This is an optimization exercise on Yosys and OpenROAD, whose aim is small area and few clock cycles per item, not a production implementation. In this exercise RTL edits were held to simulation tests only and were not proved equivalent to the original.

==> flow/design.v <==
module lh_sync_match #(
    parameter [31:0] CENTER0 = 32'd3000,
    parameter [31:0] STEP    = 32'd500,
    parameter [31:0] TOL     = 32'd200
) (
    input  wire [31:0] length,
    output reg         match,
    output reg  [2:0]  code
);
    integer k;
    reg [31:0] lo, hi;
    always @* begin
        match = 1'b0;
        code  = 3'd0;
        for (k = 0; k < 8; k = k + 1) begin
            lo = CENTER0 + STEP * k - TOL;
            hi = CENTER0 + STEP * k + TOL;
            if (length >= lo && length <= hi) begin
                match = 1'b1;
                code  = k[2:0];
            end
        end
    end
endmodule
module lh_angle #(
    parameter [31:0] T_OFFSET = 32'd192000,
    parameter [23:0] K        = 24'd8635890
) (
    input  wire [18:0]        delta,
    output wire signed [17:0] angle
);
    wire signed [20:0] d    = $signed({2'b00, delta}) - $signed(T_OFFSET[20:0]);
    wire signed [45:0] prod = d * $signed({1'b0, K});
    assign angle = prod[41:24];
endmodule
module lh_ootx_decoder (
    input  wire        clk,
    input  wire        rst,
    input  wire        bit_valid,
    input  wire        bit_in,
    output reg         wr_en,
    output reg  [6:0]  wr_addr,
    output reg  [15:0] wr_data,
    output reg         done,
    output reg  [8:0]  length,
    output reg         padding
);
    localparam [1:0] M_PREAMBLE = 2'd0, M_LENGTH = 2'd1, M_DATA = 2'd2;
    reg [1:0]  mode;
    reg [17:0] acc;
    reg [4:0]  nbits;
    reg [8:0]  rx_count;
    reg [1:0]  mode_n;
    reg [17:0] acc_n;
    reg [4:0]  nbits_n;
    reg [8:0]  rx_count_n;
    reg [8:0]  length_n;
    reg        padding_n;
    reg [17:0] shifted;
    reg [15:0] word;
    reg        sync;
    reg [16:0] total;
    reg [17:0] total_padded;
    always @* begin
        mode_n     = mode;
        acc_n      = acc;
        nbits_n    = nbits;
        rx_count_n = rx_count;
        length_n   = length;
        padding_n  = padding;
        wr_en      = 1'b0;
        wr_addr    = rx_count[7:1];
        wr_data    = 16'd0;
        done       = 1'b0;
        shifted      = {acc[16:0], bit_in};
        word         = shifted[16:1];
        sync         = shifted[0];
        total        = {1'b0, word} + 17'd4;
        total_padded = {1'b0, total} + {17'd0, total[0]};
        if (bit_valid) begin
            if (mode == M_PREAMBLE) begin
                if (nbits == 5'd17) begin
                    if (shifted == 18'h00001) begin
                        mode_n  = M_LENGTH;
                        acc_n   = 18'd0;
                        nbits_n = 5'd0;
                    end else begin
                        acc_n   = {1'b0, shifted[16:0]};
                        nbits_n = 5'd17;
                    end
                end else begin
                    acc_n   = shifted;
                    nbits_n = nbits + 5'd1;
                end
            end else begin
                if (nbits == 5'd16) begin
                    acc_n   = 18'd0;
                    nbits_n = 5'd0;
                    if (!sync) begin
                        mode_n = M_PREAMBLE;
                    end else if (mode == M_LENGTH) begin
                        if (total_padded > 18'd256) begin
                            mode_n = M_PREAMBLE;
                        end else begin
                            length_n   = total_padded[8:0];
                            padding_n  = total[0];
                            rx_count_n = 9'd0;
                            mode_n     = M_DATA;
                        end
                    end else begin
                        wr_en      = 1'b1;
                        wr_data    = word;
                        rx_count_n = rx_count + 9'd2;
                        if (rx_count + 9'd2 >= length) begin
                            done   = 1'b1;
                            mode_n = M_PREAMBLE;
                        end
                    end
                end else begin
                    acc_n   = shifted;
                    nbits_n = nbits + 5'd1;
                end
            end
        end
    end
    always @(posedge clk) begin
        if (rst) begin
            mode     <= M_PREAMBLE;
            acc      <= 18'd0;
            nbits    <= 5'd0;
            rx_count <= 9'd0;
            length   <= 9'd0;
            padding  <= 1'b0;
        end else begin
            mode     <= mode_n;
            acc      <= acc_n;
            nbits    <= nbits_n;
            rx_count <= rx_count_n;
            length   <= length_n;
            padding  <= padding_n;
        end
    end
endmodule
module lh_pulse_classifier #(
    parameter [31:0] T_SHORT  = 32'd720,
    parameter [31:0] T_GAP    = 32'd38400,
    parameter [31:0] T_WINDOW = 32'd384000
) (
    input  wire        clk,
    input  wire        rst,
    input  wire        step,           
    input  wire        fall_valid,
    input  wire [31:0] fall_ts,
    input  wire        rise_valid,
    input  wire [31:0] rise_ts,
    output reg  [2:0]  kind,
    output wire [31:0] length,
    output wire [31:0] duty,
    output wire [31:0] delta,
    output wire [1:0]  slot,
    output wire        skip,
    output wire        rotor,
    output wire        data,
    output wire        bit_fwd
);
    localparam [2:0] K_NONE = 3'd0, K_SWEEP_VALID = 3'd1, K_SWEEP_INVALID = 3'd2,
                     K_GUARD = 3'd3, K_SYNC = 3'd4, K_UNMATCHED = 3'd5;
    localparam [1:0] LH_UNKNOWN = 2'd2;
    reg [31:0] last_fall;
    reg [31:0] last_rise;
    reg [31:0] zero_time;
    reg        axis;
    reg [1:0]  lh_id;
    reg        got_sweep;
    reg        got_skip;
    reg        got_not_skip;
    wire [31:0] fall_ref = fall_valid ? fall_ts : last_fall;
    assign length = rise_ts - fall_ref;
    assign duty   = rise_ts - last_rise;
    wire [31:0] mid = rise_ts - {1'b0, length[31:1]};
    assign delta = mid - zero_time;
    wire is_sweep = length < T_SHORT;
    wire is_guard = (duty > T_GAP) || got_sweep;
    wire sweep_ok = !got_sweep && (lh_id != LH_UNKNOWN) && (delta <= T_WINDOW);
    wire       match;
    wire [2:0] code;
    lh_sync_match u_match (
        .length (length),
        .match  (match),
        .code   (code)
    );
    assign skip  = code[2];
    assign rotor = code[0];
    assign data  = code[1];
    assign slot  = {lh_id[0], axis};
    always @* begin
        if (!rise_valid)     kind = K_NONE;
        else if (is_sweep)   kind = sweep_ok ? K_SWEEP_VALID : K_SWEEP_INVALID;
        else if (is_guard)   kind = K_GUARD;
        else if (match)      kind = K_SYNC;
        else                 kind = K_UNMATCHED;
    end
    assign bit_fwd = (kind == K_SYNC) && !skip && got_skip;
    always @(posedge clk) begin
        if (rst) begin
            last_fall    <= 32'd0;
            last_rise    <= 32'd0;
            zero_time    <= 32'd0;
            axis         <= 1'b0;
            lh_id        <= LH_UNKNOWN;
            got_sweep    <= 1'b0;
            got_skip     <= 1'b0;
            got_not_skip <= 1'b0;
        end else if (step) begin
            if (fall_valid)
                last_fall <= fall_ts;
            if (rise_valid)
                last_rise <= rise_ts;
            case (kind)
                K_SWEEP_VALID, K_SWEEP_INVALID: begin
                    got_sweep    <= 1'b1;
                    got_skip     <= 1'b0;
                    got_not_skip <= 1'b0;
                    lh_id        <= LH_UNKNOWN;
                end
                K_GUARD: begin
                    got_sweep    <= 1'b0;
                    got_skip     <= 1'b0;
                    got_not_skip <= 1'b0;
                    lh_id        <= LH_UNKNOWN;
                end
                K_SYNC: begin
                    if (!skip) begin
                        zero_time    <= fall_ref;
                        axis         <= rotor;
                        got_not_skip <= 1'b1;
                        if (got_skip)
                            lh_id <= 2'd0;
                    end else begin
                        got_skip <= 1'b1;
                        if (got_not_skip)
                            lh_id <= 2'd1;
                    end
                end
                default: ;
            endcase
        end
    end
endmodule
module lh_sensor_decoder (
    input  wire               clk,
    input  wire               rst,
    input  wire               in_valid,
    output wire               in_ready,
    input  wire               in_fall_valid,
    input  wire [31:0]        in_fall_ts,
    input  wire               in_rise_valid,
    input  wire [31:0]        in_rise_ts,
    output reg                out_valid,
    output reg  [2:0]         out_kind,
    output reg  [31:0]        out_length,
    output reg  [31:0]        out_duty,
    output reg  [1:0]         out_slot,
    output reg  signed [17:0] out_angle,
    output reg                out_skip,
    output reg                out_rotor,
    output reg                out_data,
    output reg                out_bit_fwd,
    output reg                ob_we,
    output reg  [6:0]         ob_addr,
    output reg  [15:0]        ob_wdata,
    output reg                frame_done,
    output reg  [8:0]         frame_length,
    output reg                frame_padding
);
    assign in_ready = 1'b1;
    wire accept = in_valid && in_ready;
    wire [2:0]  kind;
    wire [31:0] length, duty, delta;
    wire [1:0]  slot;
    wire        skip, rotor, data, bit_fwd;
    lh_pulse_classifier u_cls (
        .clk        (clk),
        .rst        (rst),
        .step       (accept),
        .fall_valid (in_fall_valid),
        .fall_ts    (in_fall_ts),
        .rise_valid (in_rise_valid),
        .rise_ts    (in_rise_ts),
        .kind       (kind),
        .length     (length),
        .duty       (duty),
        .delta      (delta),
        .slot       (slot),
        .skip       (skip),
        .rotor      (rotor),
        .data       (data),
        .bit_fwd    (bit_fwd)
    );
    wire signed [17:0] angle;
    lh_angle u_angle (
        .delta (delta[18:0]),
        .angle (angle)
    );
    wire        wr_en, done, padding;
    wire [6:0]  wr_addr;
    wire [15:0] wr_data;
    wire [8:0]  flen;
    lh_ootx_decoder u_ootx (
        .clk       (clk),
        .rst       (rst),
        .bit_valid (accept && bit_fwd),
        .bit_in    (data),
        .wr_en     (wr_en),
        .wr_addr   (wr_addr),
        .wr_data   (wr_data),
        .done      (done),
        .length    (flen),
        .padding   (padding)
    );
    always @(posedge clk) begin
        if (rst) begin
            out_valid   <= 1'b0;
            out_bit_fwd <= 1'b0;
            ob_we       <= 1'b0;
            frame_done  <= 1'b0;
        end else begin
            out_valid   <= accept;
            out_bit_fwd <= accept && bit_fwd;
            ob_we       <= accept && wr_en;
            frame_done  <= accept && done;
        end
        if (accept) begin
            out_kind      <= kind;
            out_length    <= length;
            out_duty      <= duty;
            out_slot      <= slot;
            out_angle     <= angle;
            out_skip      <= skip;
            out_rotor     <= rotor;
            out_data      <= data;
            ob_addr       <= wr_addr;
            ob_wdata      <= wr_data;
            frame_length  <= flen;
            frame_padding <= padding;
        end
    end
endmodule
==> flow/run.sh <==
#!/bin/bash
# synth_recipe.tcl (not shown) runs the flow's synth.tcl, then flattens the netlist and writes it again
# the make line also repeats each setting of config.mk as NAME=value (left out here)
make -C /OpenROAD-flow-scripts/flow DESIGN_CONFIG=/design/flow/config.mk WORK_HOME=/design/flow/orfs CLKGATE_MAP_FILE= SYNTH_SCRIPT=/design/flow/synth_recipe.tcl finish
==> flow/config.mk <==
export PLATFORM = sky130hd
export DESIGN_NAME = lh_sensor_decoder
export DESIGN_NICKNAME = lh_sensor_decoder
export VERILOG_FILES = /design/flow/design.v
export SDC_FILE = /design/flow/constraint.sdc
export NUM_CORES = 4
export LEC_CHECK = 0
export CAP_MARGIN = 20
export CORE_MARGIN = 2
export CORE_UTILIZATION = 40
export SLEW_MARGIN = 20
==> flow/constraint.sdc <==
create_clock -name core_clock -period 16.0 [get_ports {clk}]
set_input_delay 3.2000 -clock core_clock [delete_from_list [all_inputs] [get_ports {clk}]]
set_output_delay 3.2000 -clock core_clock [all_outputs]
set_load 0.01 [all_outputs]
==> results of run 1 <==
==> worst max-delay path: cells and delay by family <==
family	cells	cell delay, ns
adders and majority gates	13	5.45
AOI/OAI and AO/OA	10	3.21
and+or+nand+nor	9	1.49
buffers and inverters	9	1.22
xor gates and xnor gates	3	0.65
muxes	1	0.18
==> per-stage QoR <==
step / instances / instance area [µm²] / utilization
finish: 3988 / 30470 / 0.4709
global route: 3988 / 30470 / 0.4709
CTS: 3987 / 30460 / 0.4708
detailed placement: 3921 / 29250 / 0.4522
global placement: 3921 / 29250 / 0.4522
floorplan: 2915 / 26280 / -
==> cells by family after synthesis <==
logic type / after synthesis
AOI/OAI and AO/OA: 653
xor gates and xnor gates: 105
adders and majority gates: 480
buffers and inverters: 528
DFF: 269
muxes: 79
other: 2
and+or+nand+nor: 799
==> worst paths after layout <==
| kind | endpoint | cells past startpoint | slack (ns) | startpoint |
|---|---|---|---|---|
| max | out_angle[17] | 45 | 0.90 | in_fall_ts[0] |
| min | frame_length[4] | 0 | 0.43 | u_ootx.length[4] |
| max reg2reg | out_angle[17] | 44 | 3.80 | u_cls.last_fall[0] |
| min reg2reg | frame_length[4] | 0 | 0.43 | u_ootx.length[4] |
==> cell usage in the layout, fill, tap and decap left out, drive strengths merged, types with 36 or more instances in the layout <==
| master | n |
|---|---|
| clkbuf | 51 |
| clkdlybuf4s50 | 191 |
| edfxtp | 122 |
| o21ai | 97 |
| inv | 434 |
| mux2i | 45 |
| fa | 162 |
| buf | 57 |
| nand2 | 183 |
| a21o | 58 |
| dfxtp | 147 |
| nor2b | 46 |
| and2 | 46 |
| nor2 | 190 |
| ha | 318 |
| nor3 | 67 |
| a21oi | 178 |
| xnor2 | 76 |
| o21a | 36 |
| a211oi | 52 |
| nand3 | 80 |
==> state kept, by name (all words and copies together), names as in the netlist, 3 cells and up <==
register,cells
u_cls.last_rise,32
frame_length,8
out_length,32
out_kind,3
u_ootx.acc,17
ob_addr,7
out_duty,32
u_ootx.rx_count,8
u_ootx.nbits,5
u_cls.zero_time,32
out_angle,18
u_cls.last_fall,32
ob_wdata,16
u_ootx.length,8
==> layout make-up <==
cell class,instances,share of cell area
multi-input cells,2118,0.5779
flip-flops and latches,269,0.2168
repair buffers,250,0.07745
inverters,430,0.05306
well taps,855,0.03511
clock buffers,49,0.03322
clock inverters,17,0.006406
==> metal layers <==
layer	wire length [µm]	vias up
met4	1799	6
met3	3460	114
met1	35810	10650
met2	38610	556
li1	-	10600
met5	41	-
==> out/metrics.yaml, run 1 <==
status:
  status: "no timing/DRC/antenna violations"
synthesis:
  avgSynthCellArea_um2: 9.016
  synthXorXnorAreaFrac: 0.03585
  synthesis.nets: 3464
  synthMuxAreaShare: 0.03171
  synth_top_area_cell: "ha_1"
  synth-edff-count: 122
  syn_area_mm2: 0.02628
  seq_area_frac_synth: 0.2514
  async_reset_ff_frac: 0
  synth_area_leaders: "ha_1 (15%), edfxtp_1 (14%), fa_1 (12%), dfxtp_1 (11%), inv_1 (6.1%)"
  ys_top_cells_by_count: "inv_1 (426), ha_1 (318), nor2_1 (190), nand2_1 (182), a21oi_1 (177)"
  synthSimpleGateAreaFrac: 0.1536
  synth_top_family_by_area: "adder cells"
  syn_inst: 2915
  synth_ff_type: "dfxtp_1"
  ys_warn_count: 4
  netlist.area_leader.share: 0.1514
  synth_fa_ha_area_frac: 0.2748
  synth_compound_area_frac: 0.1733
  synth.ff_latch_count: 269
  yosysMostFrequentCell: "inv_1"
  yosys.cell_types.count: 114
layout:
  syn_to_final_growth_pct: 15.94
  layout.nets: 3654
  fillers: 6258
  n_antenna_cell: 0
  seq_area_mm2: 0.006606
  drive_gt1_frac: 0.06033
  multi_input_area_mm2: 0.01761
global_route:
  track_usage: 0.2334
  use_met2: 0.4070
  overflow: 0
  busiest_layer: "met2"
  grt_max_degree: 104
  grtUsageMet1: 0.3069
  grt_pass1_vias: 22130
  grt_antenna_before_repair: 4
  use_met3: 0.02962
  grt_pass1_wl_um: 124100
detailed_routing:
  drt_iter0_drc: 1440
  wirelength_um: 79720
  vias: 21930
  drt_drc_violations_left: 0
  routedWlPerCell_um: 19.99
  ant_nets: 0
  vias_per_cell: 5.499
  firstDrtPassIters: 5
min_path:
  hold_path.class: "reg -> reg"
floorplan:
  die_width_um: 260.3
  die_area_mm2: 0.06777
  die_h_um: 260.3
  core_area_mm2: 0.06470
  io_pins: 197
  start_util: 0.4062
  rows: 93
clock_network:
  cts_tree: "done"
  root_buffer: "clkbuf_16"
  cts_buffer_depth: 3
  htree_levels: 2
  cts-buffers-inserted: 36
  ctsHoldBuffers: 0
  insertion_delay_ns: 0.57
  post_cts_resized: 0
  clkSlewWorstSetupHoldPaths_ns: 0.06
  cts_sinks: 269
  cts_setup_buffers: 0
place:
  gp_congestion: 0.9312
  pre_cts_slack_ns: 0.4295
  hpwl_um: 64520
  io_buffers: 194
timing:
  hold_violations: 0
  drv_slew: 0
  tightestPinTransition_ns: 1.025
  setup_ws_ns: 0.8986
  finalSetupTns_ns: 0
  min_period_ns: 15.10
  finalSetupViolations: 0
  hold_ws_ns: 0.4327
  fmaxAchievable_mhz: 66.22
  rsz0062_at_grt: "no"
  finClkSkew_ns: 0.01643
  slew_headroom: 0.3106
  fin_crit_sh: 0.9438
critical_path:
  path_class: "in -> reg"
  cp_data_arrival_time_ns: 15.42
  worstPathRequired_ns: 16.32
  start_kind: "input pin"
  crit_slowest_cell: "fa_1"
  cp-end-kind: "flop"
  worst_path_most_repeated_cell: "fa_1"
  critPathMaxFanout: 8
  cpPeakStageDelay_ns: 0.57
job:
  cap_violations: 0
Testbench counts, summed over its fixed seeds: cycles 80,008, polls 80,000.
==> run 2, diff against run 1 <==
--- a/flow/config.mk
+++ b/flow/config.mk
@@ -6,4 +6,5 @@
 export NUM_CORES = 4
 export LEC_CHECK = 0
+export ABC_CLOCK_PERIOD_IN_PS = 12000
 export CAP_MARGIN = 20
 export CORE_MARGIN = 2
==> run 2 against run 1 <==
First-iteration DRC count unchanged. Sequential share of layout area unchanged. Critical path depth unchanged. Final cell count unchanged. Non-clock buffer count unchanged. Count of clock-buffer cells in the layout unchanged. Final area unchanged. Synthesized area unchanged. Synthesized cell count unchanged. Highest routed layer unchanged.
==> out/metrics.yaml, run 2 <==
critical_path:
  critPathMaxFanout: 8
  path_class: "in -> reg"
  cp_data_arrival_time_ns: 15.42
  crit_slowest_cell: "fa_1"
  cp-end-kind: "flop"
  worstPathRequired_ns: 16.32
  worst_path_most_repeated_cell: "fa_1"
  critPathTopFamily: "adder cells"
  path_buf_inv: 9
  start_kind: "input pin"
  cpPeakStageDelay_ns: 0.57
status:
  status: "no timing/DRC/antenna violations"
synthesis:
  synth.ff_latch_count: 269
  synthSimpleGateAreaFrac: 0.1536
  synth_ff_type: "dfxtp_1"
  synthMuxAreaShare: 0.03171
  yosysMostFrequentCell: "inv_1"
  synth_top_family_by_area: "adder cells"
  synth_fa_ha_area_frac: 0.2748
  ys_warn_count: 4
  avgSynthCellArea_um2: 9.016
  synth_compound_area_frac: 0.1733
  synth_area_leaders: "ha_1 (15%), edfxtp_1 (14%), fa_1 (12%), dfxtp_1 (11%), inv_1 (6.1%)"
  synth-edff-count: 122
  async_reset_ff_frac: 0
  seq_area_frac_synth: 0.2514
  syn_inst: 2915
  syn_area_mm2: 0.02628
  ys_top_cells_by_count: "inv_1 (426), ha_1 (318), nor2_1 (190), nand2_1 (182), a21oi_1 (177)"
  netlist.area_leader.share: 0.1514
  synth_top_area_cell: "ha_1"
  synthXorXnorAreaFrac: 0.03585
  synthesis.nets: 3464
  yosys.cell_types.count: 114
floorplan:
  die_area_mm2: 0.06777
  rows: 93
  io_pins: 197
  die_h_um: 260.3
  start_util: 0.4062
  core_area_mm2: 0.06470
  die_width_um: 260.3
min_path:
  hold_path.class: "reg -> reg"
clock_network:
  cts_sinks: 269
  insertion_delay_ns: 0.57
  root_buffer: "clkbuf_16"
  cts_tree: "done"
  clkSlewWorstSetupHoldPaths_ns: 0.06
  ctsHoldBuffers: 0
  post_cts_resized: 0
  cts_buffer_depth: 3
  cts-buffers-inserted: 36
  htree_levels: 2
  cts_setup_buffers: 0
global_route:
  grt_pass1_vias: 22130
  track_usage: 0.2334
  overflow: 0
  grt_max_degree: 104
  grt_pass1_wl_um: 124100
  grt_antenna_before_repair: 4
detailed_routing:
  drt_drc_violations_left: 0
  ant_nets: 0
  vias_per_cell: 5.499
  drt_iter0_drc: 1440
  vias: 21930
  wirelength_um: 79720
  firstDrtPassIters: 5
  routedWlPerCell_um: 19.99
timing:
  tightestPinTransition_ns: 1.025
  min_period_ns: 15.10
  fin_crit_sh: 0.9438
  drv_slew: 0
  hold_ws_ns: 0.4327
  finalSetupViolations: 0
  slew_headroom: 0.3106
  setup_ws_ns: 0.8986
  finalSetupTns_ns: 0
  hold_violations: 0
  finClkSkew_ns: 0.01643
  rsz0062_at_grt: "no"
  fmaxAchievable_mhz: 66.22
layout:
  syn_to_final_growth_pct: 15.94
  layout_commonest_cell: "inv_1"
  drive_gt1_frac: 0.06033
  final_area_mm2: 0.03047
  fillers: 6258
  layout_common_cells: "inv_1 (426), ha_1 (318), clkdlybuf4s50_1 (191)"
  n_antenna_cell: 0
  layout.nets: 3654
place:
  hpwl_um: 64520
  io_buffers: 194
  gp_congestion: 0.9312
  pre_cts_slack_ns: 0.4295
  placed_area_mm2: 0.02925
job:
  cap_violations: 0
-- run 2: cell type report --
cell class / instances / area (µm²) / share of cell area
multi-input cells: 2118 / 17610 / 0.5779
flip-flops and latches: 269 / 6606 / 0.2168
repair buffers: 250 / 2360 / 0.07745
inverters: 430 / 1617 / 0.05306
well taps: 855 / 1070 / 0.03511
clock buffers: 49 / 1012 / 0.03322
clock inverters: 17 / 195.2 / 0.006406
-- run 2: cell families after synthesis --
family                   Yosys count
AND/OR/NAND/NOR                  799
AO/OA/AOI/OAI                    653
XOR/XNOR                         105
multiplexers                      79
buffers and inverters            528
other                              2
flip-flops                       269
adder cells (fa/ha/maj)          480
-- run 2: per-layer routing --
metal	vias up	global-route usage	wire length, µm
met5	-	0	41
met4	6	0.05524	1799
met3	114	0.02962	3460
met2	556	0.4070	38610
met1	10650	0.3069	35810
li1	10600	-	-
-- run 2: worst paths after layout --
| check | startpoint | end | slack, ns | cells past startpoint |
|---|---|---|---|---|
| setup / recovery | in_fall_ts[0] | out_angle[17] | 0.90 | 45 |
| setup reg to reg | u_cls.last_fall[0] | out_angle[17] | 3.80 | 44 |
| hold / removal | u_ootx.length[4] | frame_length[4] | 0.43 | 0 |
| hold reg to reg | u_ootx.length[4] | frame_length[4] | 0.43 | 0 |
-- run 2: per-stage QoR --
stage | util | std cells
6_report | 0.4709 | 3988
5_1_grt | 0.4709 | 3988
4_1_cts | 0.4708 | 3987
3_5_place_dp | 0.4522 | 3921
3_3_place_gp | 0.4522 | 3921
2_1_floorplan | - | 2915
==> run 3, diff against run 2 <==
--- a/flow/config.mk
+++ b/flow/config.mk
@@ -6,5 +6,5 @@
 export NUM_CORES = 4
 export LEC_CHECK = 0
-export ABC_CLOCK_PERIOD_IN_PS = 12000
+export ABC_AREA = 1
 export CAP_MARGIN = 20
 export CORE_MARGIN = 2
==> run 3 against run 2 <==
Synthesized area up 4.1%. Critical path depth is 8 higher. Flip-flop and latch count did not move. Non-clock buffer count decreased by 38. Final area up 3.1%. Die area is 4.1% higher. Routed wire length is 6.0% higher. Via count increased by 11%. Count of clock-buffer cells in the layout is 5 lower. Critical path type unchanged.
==> out/metrics.yaml, run 3 <==
synthesis:
  synthMuxAreaShare: 0.006217
  ys_top_cells_by_count: "nand2_1 (854), inv_1 (738), nor2_1 (391), ha_1 (318), a21oi_1 (184)"
  yosys.cell_types.count: 58
  synth_fa_ha_area_frac: 0.2639
  synthXorXnorAreaFrac: 0.03419
  async_reset_ff_frac: 0
  ys_warn_count: 4
  synth_top_family_by_area: "adder cells"
  synth_top_area_cell: "ha_1"
  avgSynthCellArea_um2: 7.316
  syn_inst: 3741
  synth_compound_area_frac: 0.09211
  synth_area_leaders: "ha_1 (15%), edfxtp_1 (13%), fa_1 (12%), nand2_1 (12%), dfxtp_1 (11%)"
  synth.ff_latch_count: 269
  synth_ff_type: "dfxtp_1"
  seq_area_frac_synth: 0.2414
  yosysMostFrequentCell: "nand2_1"
  synthSimpleGateAreaFrac: 0.2491
  synth-edff-count: 122
  synthesis.nets: 4290
  syn_area_mm2: 0.02737
  netlist.area_leader.share: 0.1454
layout:
  layout_commonest_cell: "nand2_1"
  syn_to_final_growth_pct: 14.79
  n_antenna_cell: 0
  final_area_mm2: 0.03142
  layout_common_cells: "nand2_1 (853), inv_1 (737), nor2_1 (391)"
  fillers: 6932
  layout.nets: 4484
  drive_gt1_frac: 0.03763
  final_core_util: 0.4654
min_path:
  hold-path-endpoint: "frame_length[2]"
  hold_path.class: "reg -> reg"
  whs_path_depth: 0
  holdCritStartpoint: "u_ootx.length[2]"
clock_network:
  ctsHoldBuffers: 0
  post_cts_resized: 0
  clkSlewWorstSetupHoldPaths_ns: 0.06
  cts_buffer_depth: 3
  cts_tree: "done"
  cts_setup_buffers: 0
  htree_levels: 2
  insertion_delay_ns: 0.58
  cts-buffers-inserted: 34
  root_buffer: "clkbuf_16"
  cts_sinks: 269
global_route:
  grt_pass1_wl_um: 129700
  track_usage: 0.2376
  grt_max_degree: 71
  grt_pass1_vias: 22470
  overflow: 0
  grt_antenna_before_repair: 4
place:
  gp_congestion: 0.9820
  io_buffers: 194
  placed_area_mm2: 0.03026
  hpwl_um: 70170
timing:
  slew_headroom: 0.3143
  finalSetupViolations: 0
  finalSetupTns_ns: 0
  rsz0062_at_grt: "no"
  fmaxAchievable_mhz: 68.52
  tightestPinTransition_ns: 1.025
  min_period_ns: 14.59
  fin_crit_sh: 0.9121
  drv_slew: 0
  hold_violations: 0
  finClkSkew_ns: 0.02970
critical_path:
  cpPeakStageDelay_ns: 0.56
  start_kind: "input pin"
  r2r-end: "out_angle[16]"
  cp_data_arrival_time_ns: 14.89
  r2r_slack_ns: 4.53
  cp-end-kind: "flop"
  ff2ff_path_depth: 49
  r2r_start: "u_cls.last_fall[2]"
  worst_path_most_repeated_cell: "nand2_1"
  path_class: "in -> reg"
  crit_slowest_cell: "fa_1"
  critPathMaxFanout: 17
  worstPathRequired_ns: 16.30
floorplan:
  core_area_mm2: 0.06751
  die_width_um: 265.6
  die_h_um: 265.6
  die_area_mm2: 0.07053
  rows: 95
  start_util: 0.4054
  io_pins: 197
detailed_routing:
  routedWlPerCell_um: 17.48
  drt_drc_violations_left: 0
  wirelength_um: 84470
  firstDrtPassIters: 6
  vias: 24260
  drt_iter0_drc: 2148
  ant_nets: 0
  vias_per_cell: 5.020
job:
  cap_violations: 0
status:
  status: "no timing/DRC/antenna violations"
-- run 3: changes by cell type in the layout (fill, tap and decap cells not counted), sizes merged, moves of 37 or more --
cell	before	now
a211oi	52	4
a21o	58	13
and2	46	0
buf	57	20
inv	434	745
nand2	183	870
nand3	80	180
nor2	190	413
nor2b	46	0
o21ai	97	179
xnor2	76	30
xor2	29	76
-- run 3: how the worst max path moves through the flow --
stage | startpoint | endpoint | slack (ns)
final | in_fall_valid | out_angle[16] | 1.41
after global routing | in_fall_valid | out_angle[16] | 0.56
after CTS | in_fall_valid | out_angle[16] | 1.52
after detailed placement | in_fall_valid | out_angle[16] | 0.96
after global placement | in_fall_valid | out_angle[16] | 1.22
after floorplan | in_fall_valid | out_angle[16] | 2.44
-- run 3: cells by family after synthesis --
logic type	count (synthesis)
AO/OA/AOI/OAI	456
XOR/XNOR	106
adder cells (fa/ha/maj)	480
buffers and inverters	802
flip-flops	269
multiplexers	17
other	2
AND/OR/NAND/NOR	1609
-- run 3: per-layer routing --
layer,wire length (µm),track usage
met2,34690,0.3485
met3,5156,0.02814
met4,1833,0.05557
met5,12,0
met1,42780,0.3685
-- run 3: per-stage QoR --
| stage | hold WS [ns] | worst slack (ns) | instances |
|---|---|---|---|
| floorplan | 0.4082 | 2.440 | 3741 |
| global placement | 0.4115 | 1.224 | 4772 |
| detailed placement | 0.4179 | 0.9600 | 4772 |
| CTS | 0.4317 | 1.521 | 4833 |
| global route | 0.4388 | 0.5581 | 4833 |
| finish | 0.4353 | 1.407 | 4833 |
-- run 3: critical path: cells and delay by family --
| family | cells | cell delay, ns |
|---|---|---|
| AOI/OAI and AO/OA | 10 | 2.10 |
| xor gates and xnor gates | 3 | 0.74 |
| adders and majority gates | 11 | 4.66 |
| buffers and inverters | 10 | 1.60 |
| and+or+nand+nor | 19 | 2.56 |
-- run 3: cell type report --
type	instances	area, µm²	share of cell area
Inverter	748	2810	0.08944
Sequential cell	269	6606	0.2103
Tap cell	873	1092	0.03477
Timing Repair Buffer	212	2071	0.06591
Multi-Input combinational cell	2670	17680	0.5628
Clock buffer	44	939.7	0.02991
Clock inverter	17	216.5	0.006889

-- port drivers added, routing unchanged --
How much do the figures lean on ideal ports? The routed layouts below were timed once more, with nothing changed but the port constraints.
Step 1 sets driving cells, clkbuf_16 on the clock port and buf_2 on the other inputs (assumed; they add their load-dependent delay and slew).
Step 2 moves the port delays by t, midway between the first and last clock arrival at a register: inputs arrive t later, outputs are due t later. That takes back most of the time a late clock gives input paths.
a / b / c = ideal / step 1 / step 2; a / b = the first two.
| run | t, ns | setup slack, ns | clock arrival spread, ns | cell pins on the clock port's net |
|---|---|---|---|---|
| run 1 | 0.626 | 0.899 / 0.938 / 0.312 | 0.017 / 0.016 | 1 |
| run 2 | 0.626 | 0.899 / 0.938 / 0.312 | 0.017 / 0.016 | 1 |
| run 3 | 0.621 | 1.407 / 1.440 / 0.819 | 0.033 / 0.033 | 1 |
After both steps every run listed still meets setup and hold. For run 3, which loses most, drivers alone change the setup slack by +0.033 ns; drivers and shift together by -0.588 ns.
